Source: an optimization exercise on an open RTL-to-GDS flow (aim: small area, a short achievable clock period and few clock cycles per item). Production flows keep margins and buffers that such runs may drop. In this exercise RTL edits were held to simulation tests only and were not proved equivalent to the original.

==> run.sh <==
#!/bin/bash
# synth_recipe.tcl (not shown) runs the flow's synth.tcl, then flattens the netlist and writes it again
# the make line also repeats each setting of config.mk as NAME=value (left out here)
make -C /OpenROAD-flow-scripts/flow DESIGN_CONFIG=/design/flow/config.mk WORK_HOME=/design/flow/orfs CLKGATE_MAP_FILE= SYNTH_SCRIPT=/design/flow/synth_recipe.tcl finish
==> config.mk <==
export PLATFORM = sky130hd
export DESIGN_NAME = jntub_core
export DESIGN_NICKNAME = jntub_core
export VERILOG_FILES = /design/flow/design.v
export SDC_FILE = /design/flow/constraint.sdc
export NUM_CORES = 4
export LEC_CHECK = 0
export CAP_MARGIN = 20
export CORE_MARGIN = 2
export CORE_UTILIZATION = 40
export SLEW_MARGIN = 20
==> constraint.sdc <==
create_clock -name core_clock -period 14.0 [get_ports {clk}]
set_input_delay 2.8000 -clock core_clock [delete_from_list [all_inputs] [get_ports {clk}]]
set_output_delay 2.8000 -clock core_clock [all_outputs]
set_load 0.01 [all_outputs]
==> design.v <==
module jntub_qknob #(
    parameter NV = 4,           
    parameter H  = 5            
) (
    input  wire       clk,
    input  wire       rst,
    input  wire       upd,      
    input  wire [9:0] raw,
    output reg  [3:0] idx,      
    output reg  [9:0] last_raw,
    output reg  [9:0] lo,       
    output reg  [9:0] hi        
);
    localparam integer STEP = 1024 / NV;
    localparam integer HI0  = (STEP + H > 1023) ? 1023 : (STEP + H);
    wire [10:0] bucket   = {1'b0, raw} / STEP;
    wire [3:0]  new_idx  = (bucket > NV - 1) ? (NV - 1) : bucket[3:0];
    wire [11:0] base     = new_idx * STEP;
    wire [11:0] top      = base + STEP + H;
    wire [9:0]  new_lo   = (base < H) ? 10'd0 : (base - H);
    wire [9:0]  new_hi   = (top > 1023) ? 10'd1023 : top[9:0];
    wire        outside  = (raw < lo) || (raw > hi);
    always @(posedge clk) begin
        if (rst) begin
            idx      <= 4'd0;
            last_raw <= 10'd0;
            lo       <= 10'd0;
            hi       <= HI0;
        end else if (upd) begin
            if (outside) begin
                idx <= new_idx;
                lo  <= new_lo;
                hi  <= new_hi;
            end
            last_raw <= raw;
        end
    end
endmodule
module jntub_div (
    input  wire        clk,
    input  wire        rst,
    input  wire        start,
    input  wire [47:0] dividend,
    input  wire [31:0] divisor,
    output reg         done,
    output reg  [47:0] quotient,
    output reg  [31:0] remainder
);
    reg [31:0] dsr;
    reg [5:0]  cnt;
    reg        busy;
    wire [32:0] shifted = {remainder, quotient[47]};
    wire        fits    = shifted >= {1'b0, dsr};
    wire [32:0] diff    = shifted - {1'b0, dsr};
    always @(posedge clk) begin
        if (rst) begin
            dsr       <= 32'd0;
            cnt       <= 6'd0;
            busy      <= 1'b0;
            done      <= 1'b0;
            quotient  <= 48'd0;
            remainder <= 32'd0;
        end else if (start) begin
            dsr       <= divisor;
            quotient  <= dividend;
            remainder <= 32'd0;
            cnt       <= 6'd48;
            busy      <= 1'b1;
            done      <= 1'b0;
        end else if (busy) begin
            remainder <= fits ? diff[31:0] : shifted[31:0];
            quotient  <= {quotient[46:0], fits};
            cnt       <= cnt - 6'd1;
            if (cnt == 6'd1) begin
                busy <= 1'b0;
                done <= 1'b1;
            end
        end else begin
            done <= 1'b0;
        end
    end
endmodule
module jntub_mode_state #(
    parameter RUN0 = 1'b1       
) (
    input  wire        clk,
    input  wire        rst,
    input  wire        we,
    input  wire [31:0] d_period,
    input  wire [15:0] d_phase,
    input  wire        d_running,
    input  wire        d_prev,
    input  wire [31:0] d_rise,
    input  wire [31:0] d_obs,
    input  wire        d_ptrig,
    output reg  [31:0] period,      
    output reg  [15:0] phase,       
    output reg         running,     
    output reg         prev,        
    output reg  [31:0] rise,        
    output reg  [31:0] obs,         
    output reg         ptrig        
);
    always @(posedge clk) begin
        if (rst) begin
            period  <= 32'd0;
            phase   <= 16'd0;
            running <= RUN0;
            prev    <= 1'b0;
            rise    <= 32'd0;
            obs     <= 32'd0;
            ptrig   <= 1'b0;
        end else if (we) begin
            period  <= d_period;
            phase   <= d_phase;
            running <= d_running;
            prev    <= d_prev;
            rise    <= d_rise;
            obs     <= d_obs;
            ptrig   <= d_ptrig;
        end
    end
endmodule
module jntub_core (
    input  wire        clk,
    input  wire        rst,
    input  wire        in_valid,
    output wire        in_ready,
    input  wire [31:0] in_time,
    input  wire [9:0]  in_mode,
    input  wire [9:0]  in_rate,
    input  wire [9:0]  in_range,
    input  wire        in_trig,
    output reg         out_valid,
    output reg  [7:0]  out_level
);
    localparam [3:0] S_IDLE    = 4'd0,
                     S_MODE    = 4'd1,    
                     S_LOAD    = 4'd2,    
                     S_CURVE   = 4'd3,    
                     S_CURVE_W = 4'd4,    
                     S_UPD     = 4'd5,    
                     S_MOD     = 4'd6,    
                     S_PH      = 4'd7,    
                     S_POST    = 4'd8,    
                     S_FP      = 4'd9,    
                     S_OUT     = 4'd10;   
    reg [3:0] state;
    reg [31:0] f_time;
    reg [9:0]  f_mode, f_rate, f_range;
    reg        f_trig;
    wire [3:0] ms_idx;
    wire [9:0] ms_raw, ms_lo, ms_hi;
    jntub_qknob #(.NV(4), .H(5)) u_ms_mode (
        .clk(clk), .rst(rst), .upd(state == S_MODE), .raw(f_mode),
        .idx(ms_idx), .last_raw(ms_raw), .lo(ms_lo), .hi(ms_hi));
    wire [1:0] m = ms_idx[1:0];
    wire       knob_upd = (state == S_LOAD);
    wire [3:0] clk_rate_idx, clk_range_idx;
    wire [9:0] clk_rate_raw, clk_rate_lo, clk_rate_hi;
    wire [9:0] clk_range_raw, clk_range_lo, clk_range_hi;
    jntub_qknob #(.NV(4), .H(5)) u_clk_rate (
        .clk(clk), .rst(rst), .upd(knob_upd && m == 2'd0), .raw(f_rate),
        .idx(clk_rate_idx), .last_raw(clk_rate_raw), .lo(clk_rate_lo), .hi(clk_rate_hi));
    jntub_qknob #(.NV(3), .H(5)) u_clk_range (
        .clk(clk), .rst(rst), .upd(knob_upd && m == 2'd0), .raw(f_range),
        .idx(clk_range_idx), .last_raw(clk_range_raw), .lo(clk_range_lo), .hi(clk_range_hi));
    wire [3:0] bst_rate_idx, bst_rep_idx;
    wire [9:0] bst_rate_raw, bst_rate_lo, bst_rate_hi;
    wire [9:0] bst_rep_raw, bst_rep_lo, bst_rep_hi;
    jntub_qknob #(.NV(1), .H(0)) u_bst_rate (
        .clk(clk), .rst(rst), .upd(knob_upd && m == 2'd1), .raw(f_rate),
        .idx(bst_rate_idx), .last_raw(bst_rate_raw), .lo(bst_rate_lo), .hi(bst_rate_hi));
    jntub_qknob #(.NV(8), .H(5)) u_bst_repeat (
        .clk(clk), .rst(rst), .upd(knob_upd && m == 2'd1), .raw(f_range),
        .idx(bst_rep_idx), .last_raw(bst_rep_raw), .lo(bst_rep_lo), .hi(bst_rep_hi));
    wire [3:0] div_rate_idx, div_range_idx, mul_rate_idx, mul_range_idx;
    wire [9:0] div_rate_raw, div_rate_lo, div_rate_hi, div_range_raw, div_range_lo, div_range_hi;
    wire [9:0] mul_rate_raw, mul_rate_lo, mul_rate_hi, mul_range_raw, mul_range_lo, mul_range_hi;
    jntub_qknob #(.NV(8), .H(5)) u_div_rate (
        .clk(clk), .rst(rst), .upd(knob_upd && m == 2'd2), .raw(f_rate),
        .idx(div_rate_idx), .last_raw(div_rate_raw), .lo(div_rate_lo), .hi(div_rate_hi));
    jntub_qknob #(.NV(2), .H(5)) u_div_range (
        .clk(clk), .rst(rst), .upd(knob_upd && m == 2'd2), .raw(f_range),
        .idx(div_range_idx), .last_raw(div_range_raw), .lo(div_range_lo), .hi(div_range_hi));
    jntub_qknob #(.NV(8), .H(5)) u_mul_rate (
        .clk(clk), .rst(rst), .upd(knob_upd && m == 2'd3), .raw(f_rate),
        .idx(mul_rate_idx), .last_raw(mul_rate_raw), .lo(mul_rate_lo), .hi(mul_rate_hi));
    jntub_qknob #(.NV(2), .H(5)) u_mul_range (
        .clk(clk), .rst(rst), .upd(knob_upd && m == 2'd3), .raw(f_range),
        .idx(mul_range_idx), .last_raw(mul_range_raw), .lo(mul_range_lo), .hi(mul_range_hi));
    reg [1:0] clk_curve_sel;
    reg [31:0] w_period;
    reg [15:0] w_phase;
    reg        w_running;
    reg        w_prev;
    reg [31:0] w_rise;
    reg [31:0] w_obs;
    reg        w_ptrig;
    reg        w_adv;       
    reg [31:0] w_curve_a;   
    reg        w_curve_neg;
    wire w_state = w_running && !w_phase[15];
    wire [31:0] st_period  [0:3];
    wire [15:0] st_phase   [0:3];
    wire        st_running [0:3];
    wire        st_prev    [0:3];
    wire [31:0] st_rise    [0:3];
    wire [31:0] st_obs     [0:3];
    wire        st_ptrig   [0:3];
    genvar g;
    generate
        for (g = 0; g < 4; g = g + 1) begin : g_mode
            jntub_mode_state #(.RUN0(g == 1 ? 1'b0 : 1'b1)) u_state (
                .clk(clk), .rst(rst),
                .we(state == S_OUT && m == g),
                .d_period(w_period), .d_phase(w_phase), .d_running(w_running),
                .d_prev(w_prev), .d_rise(w_rise), .d_obs(w_obs), .d_ptrig(w_ptrig),
                .period(st_period[g]), .phase(st_phase[g]), .running(st_running[g]),
                .prev(st_prev[g]), .rise(st_rise[g]), .obs(st_obs[g]), .ptrig(st_ptrig[g]));
        end
    endgenerate
    reg [7:0]  bst_gates;
    reg [31:0] div_last_in;
    reg [31:0] mul_last_in;
    reg [31:0] clk_curve_a, clk_curve_b;
    always @(*) begin
        case ({clk_range_idx[1:0], clk_rate_idx[1:0]})
            4'h0: begin clk_curve_a = 32'd8000000; clk_curve_b = 32'd4000000; end
            4'h1: begin clk_curve_a = 32'd4000000; clk_curve_b = 32'd2000000; end
            4'h2: begin clk_curve_a = 32'd2000000; clk_curve_b = 32'd1000000; end
            4'h3: begin clk_curve_a = 32'd1000000; clk_curve_b = 32'd500000;  end
            4'h4: begin clk_curve_a = 32'd500000;  clk_curve_b = 32'd250000;  end
            4'h5: begin clk_curve_a = 32'd250000;  clk_curve_b = 32'd125000;  end
            4'h6: begin clk_curve_a = 32'd125000;  clk_curve_b = 32'd62500;   end
            4'h7: begin clk_curve_a = 32'd62500;   clk_curve_b = 32'd31250;   end
            4'h8: begin clk_curve_a = 32'd31250;   clk_curve_b = 32'd15625;   end
            4'h9: begin clk_curve_a = 32'd15625;   clk_curve_b = 32'd8000;    end
            4'hA: begin clk_curve_a = 32'd8000;    clk_curve_b = 32'd4000;    end
            4'hB: begin clk_curve_a = 32'd4000;    clk_curve_b = 32'd2000;    end
            default: begin clk_curve_a = 32'd0;    clk_curve_b = 32'd0;       end
        endcase
    end
    localparam [31:0] BST_CURVE0 = 32'd500000;
    localparam [31:0] BST_CURVE1 = 32'd10000;
    reg [7:0] bst_repeat;
    always @(*) begin
        case (bst_rep_idx[2:0])
            3'd0: bst_repeat = 8'd1;
            3'd1: bst_repeat = 8'd2;
            3'd2: bst_repeat = 8'd3;
            3'd3: bst_repeat = 8'd4;
            3'd4: bst_repeat = 8'd5;
            3'd5: bst_repeat = 8'd6;
            3'd6: bst_repeat = 8'd7;
            default: bst_repeat = 8'd8;
        endcase
    end
    reg [7:0] ratio_num, ratio_den;
    reg [3:0] ratio_t, ratio_r;
    always @(*) begin
        ratio_t = (m == 2'd2) ? div_range_idx : mul_range_idx;
        ratio_r = (m == 2'd2) ? div_rate_idx  : mul_rate_idx;
        ratio_num = 8'd1;
        if (ratio_t[0] == 1'b0) begin
            case (ratio_r[2:0])
                3'd0: ratio_den = 8'd1;
                3'd1: ratio_den = 8'd2;
                3'd2: ratio_den = 8'd3;
                3'd3: ratio_den = 8'd4;
                3'd4: ratio_den = 8'd5;
                3'd5: ratio_den = 8'd6;
                3'd6: ratio_den = 8'd7;
                default: ratio_den = 8'd8;
            endcase
        end else begin
            case (ratio_r[2:0])
                3'd0: ratio_den = 8'd1;
                3'd1: ratio_den = 8'd2;
                3'd2: ratio_den = 8'd4;
                3'd3: ratio_den = 8'd8;
                3'd4: ratio_den = 8'd16;
                3'd5: ratio_den = 8'd32;
                3'd6: ratio_den = 8'd64;
                default: ratio_den = 8'd128;
            endcase
        end
    end
    reg [31:0] cv_a, cv_b;
    reg [9:0]  cv_raw, cv_lo, cv_hi;
    always @(*) begin
        if (m == 2'd0) begin
            cv_a = clk_curve_a;  cv_b = clk_curve_b;
            cv_raw = clk_rate_raw; cv_lo = clk_rate_lo; cv_hi = clk_rate_hi;
        end else begin
            cv_a = BST_CURVE0;   cv_b = BST_CURVE1;
            cv_raw = bst_rate_raw; cv_lo = bst_rate_lo; cv_hi = bst_rate_hi;
        end
    end
    wire [9:0]  cv_r     = (cv_raw < cv_lo) ? cv_lo : ((cv_raw > cv_hi) ? cv_hi : cv_raw);
    wire        cv_neg   = cv_b < cv_a;
    wire [31:0] cv_delta = cv_neg ? (cv_a - cv_b) : (cv_b - cv_a);
    wire [41:0] cv_prod  = (cv_r - cv_lo) * cv_delta;
    wire [9:0]  cv_span  = cv_hi - cv_lo;
    reg         div_start;
    reg  [47:0] div_dividend;
    reg  [31:0] div_divisor;
    wire        div_done;
    wire [47:0] div_q;
    wire [31:0] div_r;
    jntub_div u_div (
        .clk(clk), .rst(rst), .start(div_start),
        .dividend(div_dividend), .divisor(div_divisor),
        .done(div_done), .quotient(div_q), .remainder(div_r));
    wire [31:0] dm_last_in = (m == 2'd2) ? div_last_in : mul_last_in;
    wire [31:0] dm_est     = f_time - dm_last_in;
    wire [7:0]  dm_mul     = (m == 2'd2) ? ratio_den : ratio_num;
    wire [7:0]  dm_dsr     = (m == 2'd2) ? ratio_num : ratio_den;
    wire [39:0] dm_prod    = dm_est * dm_mul;
    wire trig_rise = f_trig && !w_ptrig;
    wire trig_fall = !f_trig && w_ptrig;
    wire        b_running1 = trig_rise ? 1'b1 : w_running;
    wire [15:0] b_phase1   = trig_rise ? 16'd0 : w_phase;
    wire [7:0]  b_gates1   = trig_rise ? 8'd0 : bst_gates;
    wire        b_state1   = b_running1 && !b_phase1[15];
    wire        b_falling  = w_adv && w_prev && !b_state1;
    wire [7:0]  b_gates2   = b_gates1 + 8'd1;
    wire        b_stop     = b_falling && (b_gates2 >= bst_repeat);
    assign in_ready = (state == S_IDLE);
    always @(posedge clk) begin
        if (rst) begin
            state         <= S_IDLE;
            f_time        <= 32'd0;
            f_mode        <= 10'd0;
            f_rate        <= 10'd0;
            f_range       <= 10'd0;
            f_trig        <= 1'b0;
            clk_curve_sel <= 2'd0;
            w_period      <= 32'd0;
            w_phase       <= 16'd0;
            w_running     <= 1'b0;
            w_prev        <= 1'b0;
            w_rise        <= 32'd0;
            w_obs         <= 32'd0;
            w_ptrig       <= 1'b0;
            w_adv         <= 1'b0;
            w_curve_a     <= 32'd0;
            w_curve_neg   <= 1'b0;
            bst_gates     <= 8'd0;
            div_last_in   <= 32'd0;
            mul_last_in   <= 32'd0;
            div_start     <= 1'b0;
            div_dividend  <= 48'd0;
            div_divisor   <= 32'd0;
            out_valid     <= 1'b0;
            out_level     <= 8'd0;
        end else begin
            div_start <= 1'b0;
            out_valid <= 1'b0;
            case (state)
                S_IDLE: begin
                    if (in_valid) begin
                        f_time  <= in_time;
                        f_mode  <= in_mode;
                        f_rate  <= in_rate;
                        f_range <= in_range;
                        f_trig  <= in_trig;
                        state   <= S_MODE;
                    end
                end
                S_MODE: begin
                    state <= S_LOAD;
                end
                S_LOAD: begin
                    w_period  <= st_period[m];
                    w_phase   <= st_phase[m];
                    w_running <= st_running[m];
                    w_prev    <= st_prev[m];
                    w_rise    <= st_rise[m];
                    w_obs     <= st_obs[m];
                    w_ptrig   <= st_ptrig[m];
                    w_adv     <= 1'b0;
                    state     <= (m == 2'd0 || m == 2'd1) ? S_CURVE : S_UPD;
                end
                S_CURVE: begin
                    if (m == 2'd0)
                        clk_curve_sel <= clk_range_idx[1:0];
                    w_curve_a    <= cv_a;
                    w_curve_neg  <= cv_neg;
                    div_dividend <= {6'd0, cv_prod};
                    div_divisor  <= {22'd0, cv_span};
                    div_start    <= 1'b1;
                    state        <= S_CURVE_W;
                end
                S_CURVE_W: begin
                    if (div_done) begin
                        w_period <= w_curve_neg ? (w_curve_a - div_q[31:0])
                                                : (w_curve_a + div_q[31:0]);
                        state    <= S_UPD;
                    end
                end
                S_UPD: begin
                    if (w_running && w_period != 32'd0) begin
                        w_prev       <= w_state;
                        w_obs        <= f_time;
                        w_adv        <= 1'b1;
                        div_dividend <= {16'd0, f_time - w_rise};
                        div_divisor  <= w_period;
                        div_start    <= 1'b1;
                        state        <= S_MOD;
                    end else begin
                        state <= S_POST;
                    end
                end
                S_MOD: begin
                    if (div_done) begin
                        div_dividend <= {div_r, 16'd0};
                        div_divisor  <= w_period;
                        div_start    <= 1'b1;
                        state        <= S_PH;
                    end
                end
                S_PH: begin
                    if (div_done) begin
                        w_phase <= div_q[15:0];
                        if (!w_prev && w_running && !div_q[15])
                            w_rise <= f_time;
                        state <= S_POST;
                    end
                end
                S_POST: begin
                    w_ptrig <= f_trig;
                    state   <= S_OUT;
                    case (m)
                        2'd0: begin
                            if (trig_rise && w_running) begin
                                w_phase <= 16'd0;
                                w_rise  <= w_obs;
                            end
                        end
                        2'd1: begin
                            if (trig_rise) begin
                                w_running <= 1'b1;
                                w_phase   <= 16'd0;
                                w_rise    <= f_time;
                                w_obs     <= f_time;
                            end
                            if (b_falling) begin
                                if (b_stop) begin
                                    w_running <= 1'b0;
                                    w_phase   <= 16'd0;
                                    bst_gates <= 8'd0;
                                end else begin
                                    bst_gates <= b_gates2;
                                end
                            end else begin
                                bst_gates <= b_gates1;
                            end
                        end
                        default: begin
                            if (trig_rise) begin
                                if (m == 2'd2) div_last_in <= f_time;
                                else           mul_last_in <= f_time;
                                div_dividend <= {8'd0, dm_prod};
                                div_divisor  <= {24'd0, dm_dsr};
                                div_start    <= 1'b1;
                                state        <= S_FP;
                            end else if (trig_fall && w_running) begin
                                w_phase <= 16'd32768;
                                w_rise  <= w_obs - (w_period >> 1);
                            end
                        end
                    endcase
                end
                S_FP: begin
                    if (div_done) begin
                        w_period <= div_q[31:0];
                        if (w_running) begin
                            w_phase <= 16'd0;
                            w_rise  <= w_obs;
                        end
                        state <= S_OUT;
                    end
                end
                S_OUT: begin
                    out_level <= w_state ? 8'd255 : 8'd0;
                    out_valid <= 1'b1;
                    state     <= S_IDLE;
                end
                default: state <= S_IDLE;
            endcase
        end
    end
endmodule
==> run summary <==
[cell usage after synthesis (54+ instances only)]
cell type  count
nand2_1     1677
a21oi_1      982
inv_1        947
dfxtp_1      941
nor2_1       793
fa_1         621
ha_1         560
clkbuf_1     499
o21ai_0      308
xnor2_1      205
a21o_1       188
mux2i_1      176
nand2b_1     117
nand3_1      116
xor2_1       107
nor3_1       104
mux4_2       100
a31oi_1       80
or2_2         76
a221oi_1      75
a211oi_1      72
o21a_1        54
[repair_timing]
item,in CTS,in global routing
endpoints found under the hold margin,0,0
hold buffers,0,0
setup endpoints to repair,0,9
setup buffers,0,0
resized for setup,0,6
[per-layer routing]
metal / vias up / global-route usage (%)
met5: - / 0
li1: 31340 / -
met2: 2417 / 44.10
met4: 4 / 9.199
met1: 33520 / 35.38
met3: 446 / 3.569
[path summary, 6_finish.rpt]
path	slack, ps	endpoint
max	910	div_dividend[41]
min reg2reg	440	u_div.dsr[14]
min	440	u_div.dsr[14]
max reg2reg	910	div_dividend[41]
[flip-flops by register name (all words and copies together) (netlist names), 6 cells and up]
signal	count
w_obs	32
f_time	32
g_mode.u_state.rise	128
mul_last_in	32
u_div.cnt	6
f_mode	10
u_div.remainder	32
div_last_in	32
u_div.quotient	48
w_curve_a	23
div_divisor	32
u_clk_rate.last_raw	10
w_period	32
bst_gates	8
g_mode.u_state.period	128
u_bst_rate.last_raw	10
div_dividend	48
u_div.dsr	32
w_rise	32
f_rate	10
f_range	10
g_mode.u_state.obs	128
[per-stage QoR]
| step | std cells | worst slack [ps] |
|---|---|---|
| detailed placement | 11710 | 257.4 |
| global route | 11900 | 12.37 |
| global placement | 11710 | 502.1 |
| finish | 11900 | 914.6 |
| floorplan | 9505 | 654.6 |
| CTS | 11900 | 215.6 |
[worst max-delay path: cells and delay by family, from the launching register on]
family,cells,cell delay [ps]
fa+ha+maj,12,5600
compound gates,15,4130
buf+inv,9,1300
simple gates,4,980
flops,1,540
mux,1,390
xor+xnor,1,90
[cells by family after synthesis]
| logic type | synth area share [%] |
|---|---|
| DFF | 24.35 |
| and+or+nand+nor | 17.28 |
| AOI/OAI and AO/OA | 16.93 |
| buffers and inverters | 7.350 |
| muxes | 5.393 |
| xor gates and xnor gates | 3.554 |
| adders and majority gates | 25.14 |
[area by class of cell]
type / instances / area [µm²]
fill: 19010 / 107900
sequential: 941 / 18850
clock buffer: 145 / 3008
timing repair buffer: 227 / 1928
multi-input combinational: 7063 / 53120
clock inverter: 47 / 797.0
inverter: 950 / 3566
antenna: 2 / 5.005
tap: 2526 / 3161
==> out/results.tsv <==
metric	value	unit
Seq/Total Area, Yosys	24.35	%
DR WL met3	18.82	mm
area delta synth->final	9.160	%
WP data required	14670	ps
Avg Cell Area, Syn	8.138	µm²
DRT antenna net count	0	
critical path type	flop to flop	
ys async rst share	0	%
post-synthesis cell type count	94	
Final GP Congestion	0.9473	
Least-Margin Pin Slew	1247	ps
max layer used	met5	
Pre-antenna DRT Iters	8	
Worst-path clk slew	60	ps
worst reg2reg path depth	42	
max_cap viols	0	
dominant cell type by area after synthesis	dfxtp_1	
setup TNS	0	ps
Core ar.	0.1924	mm²
Metal-1 WL	111.9	mm
startpoint of the worst hold path	div_divisor[14]	
I/O Pins	76	
Worst Hold Depth	2	
Root Buffer	clkbuf_16	
commonest non-fill, non-tap cell in the layout	nand2_1	
Synth top area share	24.35	%
CTS Buf Count	104	
initial antenna violation count	10	
final net count	10530	
Placed Area	0.08060	mm²
vias	67730	
# H-tree levels	3	
critical path launch point	u_clk_rate.lo[7]	
chip height	443.8	µm
die area	0.1969	mm²
Initial Util	40.21	%
cell area after synthesis	0.07735	mm²
Iter 0 DRT Violations	6520	
layout cells sized above 1	6.401	%
vias per cell	5.691	
Syn Nets	10750	
crit-path max cell delay	700	ps
most used cell, CP	fa_1	
final setup fails	0	
Max Slew Vio Count	0	
hpwl dp	193.0	mm
Final Cycle Share	93.47	%
Residual DRC	0	
Remaining Overflow, GRT	0	
total track usage	26.55	%
vias in the first global route	66700	
Slew Limit Headroom	16.90	%
Worst EP arrival	13750	ps
die width	443.8	µm
YS warnings	9	
worst-path maximum fanout	24	
RR Startpoint	u_clk_rate.lo[7]	
met2 wire length	124.6	mm
status	no timing/DRC/antenna violations	
FF+latch count, synth	941	
I/O Buffers	75	
CTS max path bufs	3	
Main synth FF type	dfxtp_1	
clock latency (worst-skew pair)	790	ps
Slowest-stage cell, CP	fa_1	
Post-synth EDFFs	0	
site row count	161	
Layout Utilization	43.89	%
Hold Fails Final Rpt	0	
CP Capture Type	flop	
WL/cell	22.28	µm
CTS tree	done	
CTS sink cnt	941	
Fin Hold WS	440.6	ps
skew final	95.15	ps
most frequent cells in the layout	nand2_1 (1672), a21oi_1 (982), inv_1 (947)	
largest net degree at the start of global routing	239	
RSZ-0062 raised after global routing	no	
drt total wl	265.1	mm
CP startpoint kind	flop	
synthesized instance count	9505	
synth top area cells	dfxtp_1 (24%), fa_1 (16%), ha_1 (9.1%)	
Max Clock Freq	76.42	MHz
final instance area	0.08444	mm²
Hold Path Class	flop to flop	
post-layout min period	13090	ps
first-pass GRT wire length	407.5	mm
Testbench counts, summed over its fixed seeds: cycles 2,611,218, frames 20,000.

## re-timing with driven ports
How much do the figures lean on ideal ports? The routed layout below was timed once more, with nothing changed but the port constraints. Step 1 (the two cells are an assumption about what drives the block):
set clk [get_ports {clk}]
set_driving_cell -lib_cell sky130_fd_sc_hd__clkbuf_16 $clk
set_driving_cell -lib_cell sky130_fd_sc_hd__buf_2 [delete_from_list [all_inputs] $clk]
Step 2 times the ports against the registers' clock, not the clock port: input delays grow and output delays shrink by t, the midpoint of the rising clock arrivals with the driver on. a / b / c = ideal / step 1 / step 2; a / b = the first two.
t, ns: 0.828
slack for setup (ns): 0.915 / 0.915 / 0.915
worst setup path after step 2: register to register
latest minus earliest clock arrival (ns): 0.097 / 0.097
pins driven straight from the clock port: 1
After both steps setup and hold are still met in this run. For this run, drivers alone change the setup slack by 0.000 ns; drivers and shift together by 0.000 ns.
